Source: an optimization exercise on an open RTL-to-GDS flow (aim: small area, a short achievable clock period and few clock cycles per item). Production flows keep margins and buffers that such runs may drop.
In this exercise RTL edits were held to simulation tests only and were not proved equivalent to the original.
No activity file was given, so power comes from the tool's default toggle rates.

==> flow/design.v <==
module twr_ranging (
    input  wire        clk,
    input  wire        rst,
    input  wire        in_valid,
    output wire        in_ready,
    input  wire [31:0] pt,
    input  wire [31:0] rr,
    input  wire [31:0] ft,
    input  wire [31:0] prx,
    input  wire [31:0] rtx,
    input  wire [31:0] frx,
    output wire        out_valid,
    input  wire        out_ready,
    output wire [31:0] tof,
    output wire        degen,
    output wire [31:0] ra,
    output wire [31:0] rb,
    output wire [31:0] da,
    output wire [31:0] db
);
    localparam integer K  = 4;           
    localparam integer NM = 32 / K;      
    localparam integer J1 = 16;          
    localparam integer W  = 34 + K;      
    localparam integer NR = 2 * K + 4;   
    localparam [1:0] S1_IDLE = 2'd0,
                     S1_MUL  = 2'd1,
                     S1_FIX  = 2'd2;
    localparam [1:0] S2_IDLE = 2'd0,
                     S2_DIV  = 2'd1,
                     S2_FIN  = 2'd2,
                     S2_DONE = 2'd3;
    reg  [1:0]  s1;
    reg  [2:0]  cnt1;
    reg  [31:0] ra_q, rb_q, da_q, db_q;
    reg  [31:0] x_q;      
    reg  [1:0]  dch_q;    
    reg         brb_q, bdb_q;    
    reg  [K-1:0] dr_q, dd_q;     
    reg  [33:0] h_q;      
    reg  [33:0] c_q;      
    reg         cl_q;     
    reg  [31:0] l_q;      
    reg  [1:0]  s2;
    reg  [3:0]  cnt2;
    reg         spec_q;   
    reg  [31:0] ra_o, rb_o, da_o, db_o;
    reg  [33:0] den2;
    reg  [33:0] rem_q;    
    reg  [31:0] quo_q;    
    reg         neg_q;
    reg         degen_q;
    assign in_ready  = (s1 == S1_IDLE);
    wire   in_fire   = in_valid & in_ready;
    assign out_valid = (s2 == S2_DONE);
    wire   s2_free   = (s2 == S2_IDLE) | ((s2 == S2_DONE) & out_ready);
    wire   hand      = (s1 == S1_FIX) & s2_free;
    function [31:0] sub32;
        input [31:0] a;
        input [31:0] b;
        reg [31:0] p, g, pp, gg, c;
        integer lv, i;
        begin
            p  = a ^ ~b;
            g  = a & ~b;
            g[0] = g[0] | p[0];
            pp = p;
            gg = g;
            for (lv = 0; lv < 5; lv = lv + 1)
                for (i = 0; i < 32; i = i + 1)
                    if (i[lv]) begin
                        gg[i] = gg[i] | (pp[i] & gg[((i >> lv) << lv) - 1]);
                        pp[i] = pp[i] & pp[((i >> lv) << lv) - 1];
                    end
            c = {gg[30:0], 1'b1};
            sub32 = p ^ c;
        end
    endfunction
    wire [31:0] ra_in = sub32(rr, pt);
    wire [31:0] da_in = sub32(ft, rr);
    wire [K:0]   rbs = {1'b0, rb_q[2*K-1:K]} - {1'b0, x_q[2*K-1:K]} - {{K{1'b0}}, brb_q};
    wire [K:0]   dbs = {1'b0, x_q[2*K-1:K]} - {1'b0, db_q[2*K-1:K]} - {{K{1'b0}}, bdb_q};
    wire [K:0]   rb0 = {1'b0, frx[K-1:0]} - {1'b0, rtx[K-1:0]};
    wire [K:0]   db0 = {1'b0, rtx[K-1:0]} - {1'b0, prx[K-1:0]};
    wire [K-1:0] dr  = dr_q;
    wire [K-1:0] dd  = dd_q;
    wire [K-1:0] rad = ra_q[cnt1*K +: K];
    wire [K-1:0] dad = da_q[cnt1*K +: K];
    wire [K+1:0] dsum = {2'b00, rad} + {2'b00, dad} + {2'b00, dr} + {2'b00, dd} + {{K{1'b0}}, dch_q};
    reg  [W-1:0] rq [0:3*NR];
    reg  [W-1:0] ms, mc;
    integer hd, tl, j;
    always @* begin
        rq[0] = {{(W-34){1'b0}}, h_q};
        rq[1] = {{(W-34){1'b0}}, c_q};
        rq[2] = {{(W-K){1'b0}}, dd};
        rq[2*K+3] = {{(W-32-K){1'b0}}, ~dd, 32'd0};
        for (j = 0; j < K; j = j + 1) begin
            rq[3 + 2*j] = {{(W-32){1'b0}}, ra_q & {32{dr[j]}}} << j;
            rq[4 + 2*j] = {{(W-32){1'b0}}, ~da_q & {32{dd[j]}}} << j;
        end
        for (j = NR; j <= 3*NR; j = j + 1) rq[j] = {W{1'b0}};
        hd = 0;
        tl = NR;
        for (j = 0; j < NR - 2; j = j + 1) begin
            rq[tl]     = rq[hd] ^ rq[hd+1] ^ rq[hd+2];
            rq[tl + 1] = ((rq[hd] & rq[hd+1]) | (rq[hd] & rq[hd+2]) | (rq[hd+1] & rq[hd+2])) << 1;
            hd = hd + 3;
            tl = tl + 2;
        end
        ms = rq[hd];
        mc = rq[hd+1];
    end
    wire [K:0] mlo = {1'b0, ms[K-1:0]} + {1'b0, mc[K-1:0]} + {{K{1'b0}}, cl_q};
    wire [34:0] hsum = {1'b0, h_q} + {1'b0, c_q} + {34'd0, cl_q} + 35'd1;
    wire        sgn  = ~hsum[32];
    wire [63:0] dvd  = {hsum[31:0], l_q} ^ {64{sgn}};
    wire [33:0] den1 = {dch_q, x_q};
    wire        shrt = (quo_q[13:0] == 14'd0) && (rem_q < den2);
    wire [35:0] dx  = {rem_q, quo_q[31:30]};
    wire [36:0] dq1 = {1'b0, dx} - {3'b000, den2};
    wire [36:0] dq2 = {1'b0, dx} - {2'b00, den2, 1'b0};
    wire [36:0] t3a = {1'b0, dx};
    wire [36:0] t3b = ~{3'b000, den2};
    wire [36:0] t3c = ~{2'b00, den2, 1'b0};
    wire [36:0] t3s = t3a ^ t3b ^ t3c;
    wire [36:0] t3k = {(t3a[35:0] & t3b[35:0]) | (t3a[35:0] & t3c[35:0]) | (t3b[35:0] & t3c[35:0]), 1'b0};
    wire [36:0] dq3 = t3s + t3k + 37'd2;
    wire [33:0] rem_n = ~dq3[36] ? dq3[33:0] : ~dq2[36] ? dq2[33:0] :
                        ~dq1[36] ? dq1[33:0] : dx[33:0];
    wire [31:0] quo_n = {quo_q[29:0], ~dq2[36], ~dq3[36] | (dq1[36] ^ dq2[36])};
    wire [33:0] fx   = rem_q ^ den2;
    wire [32:0] fc   = rem_q[32:0] & ~den2[32:0];
    wire        c_fix = fx[0] & ~|(fx[33:1] ^ fc);
    wire [31:0] nquo  = ~quo_q + 32'd1;
    wire [31:0] tof_n = ~neg_q ? quo_q : c_fix ? ~quo_q : nquo;
    always @(posedge clk) begin
        if (rst) begin
            s1 <= S1_IDLE;
            s2 <= S2_IDLE;
        end else begin
            case (s1)
                S1_MUL:  if (cnt1 == NM - 1) s1 <= S1_FIX;
                S1_FIX:  if (hand) s1 <= S1_IDLE;
                default: ;
            endcase
            if (in_fire)
                s1 <= S1_MUL;
            case (s2)
                S2_DIV:  if (cnt2 == 4'd15 && !(spec_q && !shrt)) s2 <= S2_FIN;
                S2_FIN:  s2 <= S2_DONE;
                S2_DONE: if (out_ready) s2 <= S2_IDLE;
                default: ;
            endcase
            if (hand)
                s2 <= S2_DIV;
        end
    end
    always @(posedge clk) begin
        c_q  <= 34'd0;
        cl_q <= 1'b0;
        case (s1)
            S1_MUL: begin
                rb_q  <= {dr, rb_q[31:K]};
                db_q  <= {dd, db_q[31:K]};
                x_q   <= {dsum[K-1:0], x_q[31:K]};
                dch_q <= dsum[K+1:K];
                brb_q <= rbs[K];
                bdb_q <= dbs[K];
                dr_q  <= rbs[K-1:0];
                dd_q  <= dbs[K-1:0];
                h_q   <= ms[W-1:K];
                c_q   <= mc[W-1:K];
                cl_q  <= mlo[K];
                l_q   <= {mlo[K-1:0], l_q[31:K]};
                cnt1  <= cnt1 + 3'd1;
            end
            S1_FIX: begin
                c_q  <= c_q;
                cl_q <= cl_q;
            end
            default: ;
        endcase
        if (in_fire) begin
            ra_q  <= ra_in;
            rb_q  <= frx;
            da_q  <= da_in;
            db_q  <= prx;
            x_q   <= rtx;
            dch_q <= 2'd0;
            brb_q <= rb0[K];
            bdb_q <= db0[K];
            dr_q  <= rb0[K-1:0];
            dd_q  <= db0[K-1:0];
            h_q   <= 34'd0;
            cnt1  <= 3'd0;
        end
    end
    always @(posedge clk) begin
        case (s2)
            S2_DIV: begin
                spec_q <= 1'b0;
                if (spec_q & ~shrt) begin
                    rem_q <= {2'b00, quo_q[13:0], rem_q[33:16]};
                    quo_q <= {rem_q[15:0], quo_q[31:16]};
                    cnt2  <= 4'd0;
                end else begin
                    rem_q <= rem_n;
                    quo_q <= quo_n;
                    cnt2  <= cnt2 + 4'd1;
                end
            end
            S2_FIN: quo_q <= degen_q ? 32'd0 : tof_n;
            default: ;
        endcase
        if (hand) begin
            ra_o    <= ra_q;
            rb_o    <= rb_q;
            da_o    <= da_q;
            db_o    <= db_q;
            den2    <= den1;
            degen_q <= (den1 == 34'd0);
            neg_q   <= sgn;
            rem_q   <= dvd[49:16];
            quo_q   <= {dvd[15:0], 2'b00, dvd[63:50]};
            spec_q  <= 1'b1;
            cnt2    <= 16 - J1 / 2;
        end
    end
    assign tof   = quo_q;
    assign degen = degen_q;
    assign ra    = ra_o;
    assign rb    = rb_o;
    assign da    = da_o;
    assign db    = db_o;
endmodule
Settings: LEC_CHECK=0, ABC_CLOCK_PERIOD_IN_PS=4000, CAP_MARGIN=20, CORE_MARGIN=2, CORE_UTILIZATION=55, PLACE_DENSITY=0.65, SETUP_SLACK_MARGIN=5, SLEW_MARGIN=20, TNS_END_PERCENT=0; clock period 13.0 ns.
standard.sh (not shown) runs the stock make flow with config.mk's settings and CLKGATE_MAP_FILE= SYNTH_SCRIPT=/design/flow/synth_recipe.tcl, a recipe that flattens the netlist after the stock synthesis.
==> flow/flow/run.sh <==
#!/bin/bash
set -euo pipefail
bash standard.sh SETUP_SLACK_MARGIN=8 "BUFFER_PORTS_ARGS=-buffer_cell sky130_fd_sc_hd__buf_1" finish > make_finish.log 2>&1
The starting point completed without violations.
Testbench counts at the start, summed over its fixed seeds: cycles 3,280, items 320.
Rerun with:
--- a/flow/config.mk
+++ b/flow/config.mk
@@ -9,6 +9,6 @@
 export CAP_MARGIN = 20
 export CORE_MARGIN = 2
-export CORE_UTILIZATION = 55
-export PLACE_DENSITY = 0.65
+export CORE_UTILIZATION = 60
+export PLACE_DENSITY = 0.7
 export SETUP_SLACK_MARGIN = 5
 export SLEW_MARGIN = 20
Result: The new run went through all stages and came out clean. Routed wire length decreases by about 0.7%. Non-clock buffer count increases by 6. Sequential share of layout area barely changes. Die area decreases by about 8%. Synthesized cell count does not change. Setup slack gets worse by 3.2 ps. Clock skew stays flat.
Rerun with:
==> flow/flow/run.sh (replaced) <==
#!/bin/bash
set -euo pipefail
bash standard.sh SETUP_SLACK_MARGIN=8.8 "BUFFER_PORTS_ARGS=-buffer_cell sky130_fd_sc_hd__buf_1" finish > make_finish.log 2>&1
Result: Synthesized cell count does not change. Hold slack barely changes. Total power barely changes. Clock-buffer cell count goes down by 1. Critical path depth goes down by 2. Routed wire length stays flat. Flip-flop and latch count stays the same.
Rerun with:
==> flow/flow/run.sh (replaced) <==
#!/bin/bash
set -euo pipefail
bash standard.sh SETUP_SLACK_MARGIN=8.4 "BUFFER_PORTS_ARGS=-buffer_cell sky130_fd_sc_hd__buf_1" finish > make_finish.log 2>&1
After rerunning:
- non-clock buffer count climbs by 3
- utilization climbs by 0.13 points
- routed wire length drops by 1.6%
- combinational power stays flat
- global-route usage drops by 0.56 points
- fmax stays flat
Rerun with:
==> flow/flow/run.sh (replaced) <==
#!/bin/bash
set -euo pipefail
bash standard.sh SETUP_SLACK_MARGIN=9.2 "BUFFER_PORTS_ARGS=-buffer_cell sky130_fd_sc_hd__buf_1" finish > make_finish.log 2>&1
Outcome: Total power hardly moves. Core utilization shrinks by 0.13 points. First-iteration DRC count increases by about 5.3%. Sequential power barely changes. Worst setup slack improves by 8.2 ps.


Setup of maple:
Another version of the RTL of twr_ranging (not shown whole).
Size in the first run: ~4700 cells after synthesis, ~360 I/O pins, roughly 46000 um2 of cells after synthesis.
Settings: LEC_CHECK=0, CAP_MARGIN=20, CORE_MARGIN=2, CORE_UTILIZATION=70, PLACE_DENSITY=0.8, SETUP_SLACK_MARGIN=5, SLEW_MARGIN=20, SYNTH_HIERARCHICAL=1, SYNTH_MINIMUM_KEEP_SIZE=0, TNS_END_PERCENT=0; clock period 13.0 ns.
==> flow/flow/run.sh <==
#!/bin/bash
set -euo pipefail
bash standard.sh SETUP_SLACK_MARGIN=8 "BUFFER_PORTS_ARGS=-buffer_cell sky130_fd_sc_hd__buf_1" finish > make_finish.log 2>&1
No stage failed in maple, and the final checks on the layout all came back clean.
Testbench counts of maple, summed over its fixed seeds: cycles 3,280, items 320.
Setup changes, maple to amber
Settings: swapping 0.8 for 0.7 in PLACE_DENSITY; swapping 70 for 60 in CORE_UTILIZATION.
### Flow results
- Summary of amber over maple: leakage power now sits higher, clock-buffer cell count now larger, cell area after layout went up by 0.60%, die extent in x went up, wire length now sits at about the same level.
- Sort amber and maple by share of cell area taken by flip-flops and latches, descending, and maple comes first.


run A:
twr_ranging, a different RTL version from the one above (not shown whole).
Size in the first run: roughly 4,300 cells after synthesis, ~360 I/O pins, ~44,000 sq um of cells after synthesis.
==> flow/config.mk <==
export PLATFORM = sky130hd
export DESIGN_NAME = twr_ranging
export DESIGN_NICKNAME = twr_ranging
export VERILOG_FILES = /design/flow/design.v
export SDC_FILE = /design/flow/constraint.sdc
export NUM_CORES = 4
export LEC_CHECK = 0
export ABC_CLOCK_PERIOD_IN_PS = 4000
export CAP_MARGIN = 20
export CORE_MARGIN = 2
export CORE_UTILIZATION = 60
export PLACE_DENSITY = 0.7
export SETUP_SLACK_MARGIN = 5
export SLEW_MARGIN = 20
export TNS_END_PERCENT = 0
==> flow/constraint.sdc <==
create_clock -name core_clock -period 13.0 [get_ports {clk}]
set_input_delay 2.6000 -clock core_clock [delete_from_list [all_inputs] [get_ports {clk}]]
set_output_delay 2.6000 -clock core_clock [all_outputs]
set_load 0.01 [all_outputs]
==> flow/flow/run.sh <==
#!/bin/bash
set -euo pipefail
bash standard.sh SETUP_SLACK_MARGIN=8 finish > make_finish.log 2>&1
Testbench counts of run A, summed over its fixed seeds: cycles 3,280, items 320.
Here is what was changed in the inputs of run B compared with run A.
- CTS_CLUSTER_SIZE newly set to 30
- CTS_BUF_LIST newly set to sky130_fd_sc_hd__clkbuf_8 sky130_fd_sc_hd__clkbuf_4
==> flow/flow/run.sh <==
#!/bin/bash
set -euo pipefail
bash standard.sh SETUP_SLACK_MARGIN=8 "BUFFER_PORTS_ARGS=-buffer_cell sky130_fd_sc_hd__buf_1" finish > make_finish.log 2>&1
- When run B is set beside run A, its switching power as a share of total power turns out to be 0.34 points larger.
- From run A to run B the numbers moved as follows: first-iteration DRC count fell 4.5%; post-layout utilization of the core -3.7 points; wire length of the first global-routing pass dropped 4.3 mm; detailed-route wire length on metal 1 -1.1 mm.
What run C does differently from run B at the input level:
- CTS_CLUSTER_SIZE: 30 -> unset
- TNS_END_PERCENT: 0 -> unset
- CTS_BUF_LIST: sky130_fd_sc_hd__clkbuf_8 sky130_fd_sc_hd__clkbuf_4 -> unset
==> flow/flow/run.sh <==
#!/bin/bash
set -euo pipefail
bash standard.sh SETUP_SLACK_MARGIN=8 finish > make_finish.log 2>&1
--- outcome ---
A standard cell with the maximum stage delay on the critical path of sky130_fd_sc_hd__or4b_4 is what run C shows, while sky130_fd_sc_hd__or4b_1 belongs to run B.
In run C, the final critical path time including I/O delays and setup came out 110 ps above the value in run B.
Number of clock buffers inserted by TritonCTS for run C is lower than for run B.
Summary: with run B as the reference, met1 layer wirelength in the final routing in run C moved up by a few percent.

## re-timing with driven ports
The results above use ideal ports. As a check the final layouts listed here were re-extracted and re-timed, cells and wires unchanged.
Step 1 assumes that a clkbuf_16 drives the clock port and a buf_2 every other input.
Step 2 times the ports against the registers' clock, not the clock port: input delays grow and output delays shrink by t, the midpoint of the rising clock arrivals with the driver on.
Three values: ideal ports, drivers, drivers and shift; two values: the first two.
run | t (ns) | setup WS [ns] | hold WS [ns] | slew at the worst register clock pin (ns)
the first run of note 1 | 0.688 | 7.984 / 8.036 / 7.348 | 0.418 / 0.418 / 0.418 | 0.07 / 0.07
the second run of note 1 | 0.682 | 7.981 / 7.981 / 7.374 | 0.419 / 0.419 / 0.419 | 0.07 / 0.07
the third run of note 1 | 0.698 | 8.184 / 8.230 / 7.532 | 0.418 / 0.418 / 0.418 | 0.07 / 0.07
the fourth run of note 1 | 0.684 | 8.176 / 8.213 / 7.529 | 0.423 / 0.423 / 0.423 | 0.07 / 0.07
the fifth run of note 1 | 0.698 | 8.184 / 8.230 / 7.532 | 0.418 / 0.418 / 0.418 | 0.07 / 0.07
maple | 0.686 | 7.967 / 7.967 / 7.308 | 0.428 / 0.428 / 0.428 | 0.07 / 0.07
amber | 0.707 | 8.109 / 8.109 / 7.459 | 0.421 / 0.421 / 0.421 | 0.07 / 0.07
run A | 0.692 | 7.834 / 7.880 / 7.188 | 0.409 / 0.409 / 0.409 | 0.07 / 0.07
run B | 0.761 | 7.990 / 8.038 / 7.277 | 0.418 / 0.418 / 0.418 | 0.07 / 0.07
run C | 0.686 | 7.876 / 7.896 / 7.210 | 0.421 / 0.421 / 0.421 | 0.07 / 0.07
After both steps setup and hold are still met in every run listed. The setup slack of run B, which loses most, moves by +0.048 ns with the drivers and by -0.713 ns with both steps.
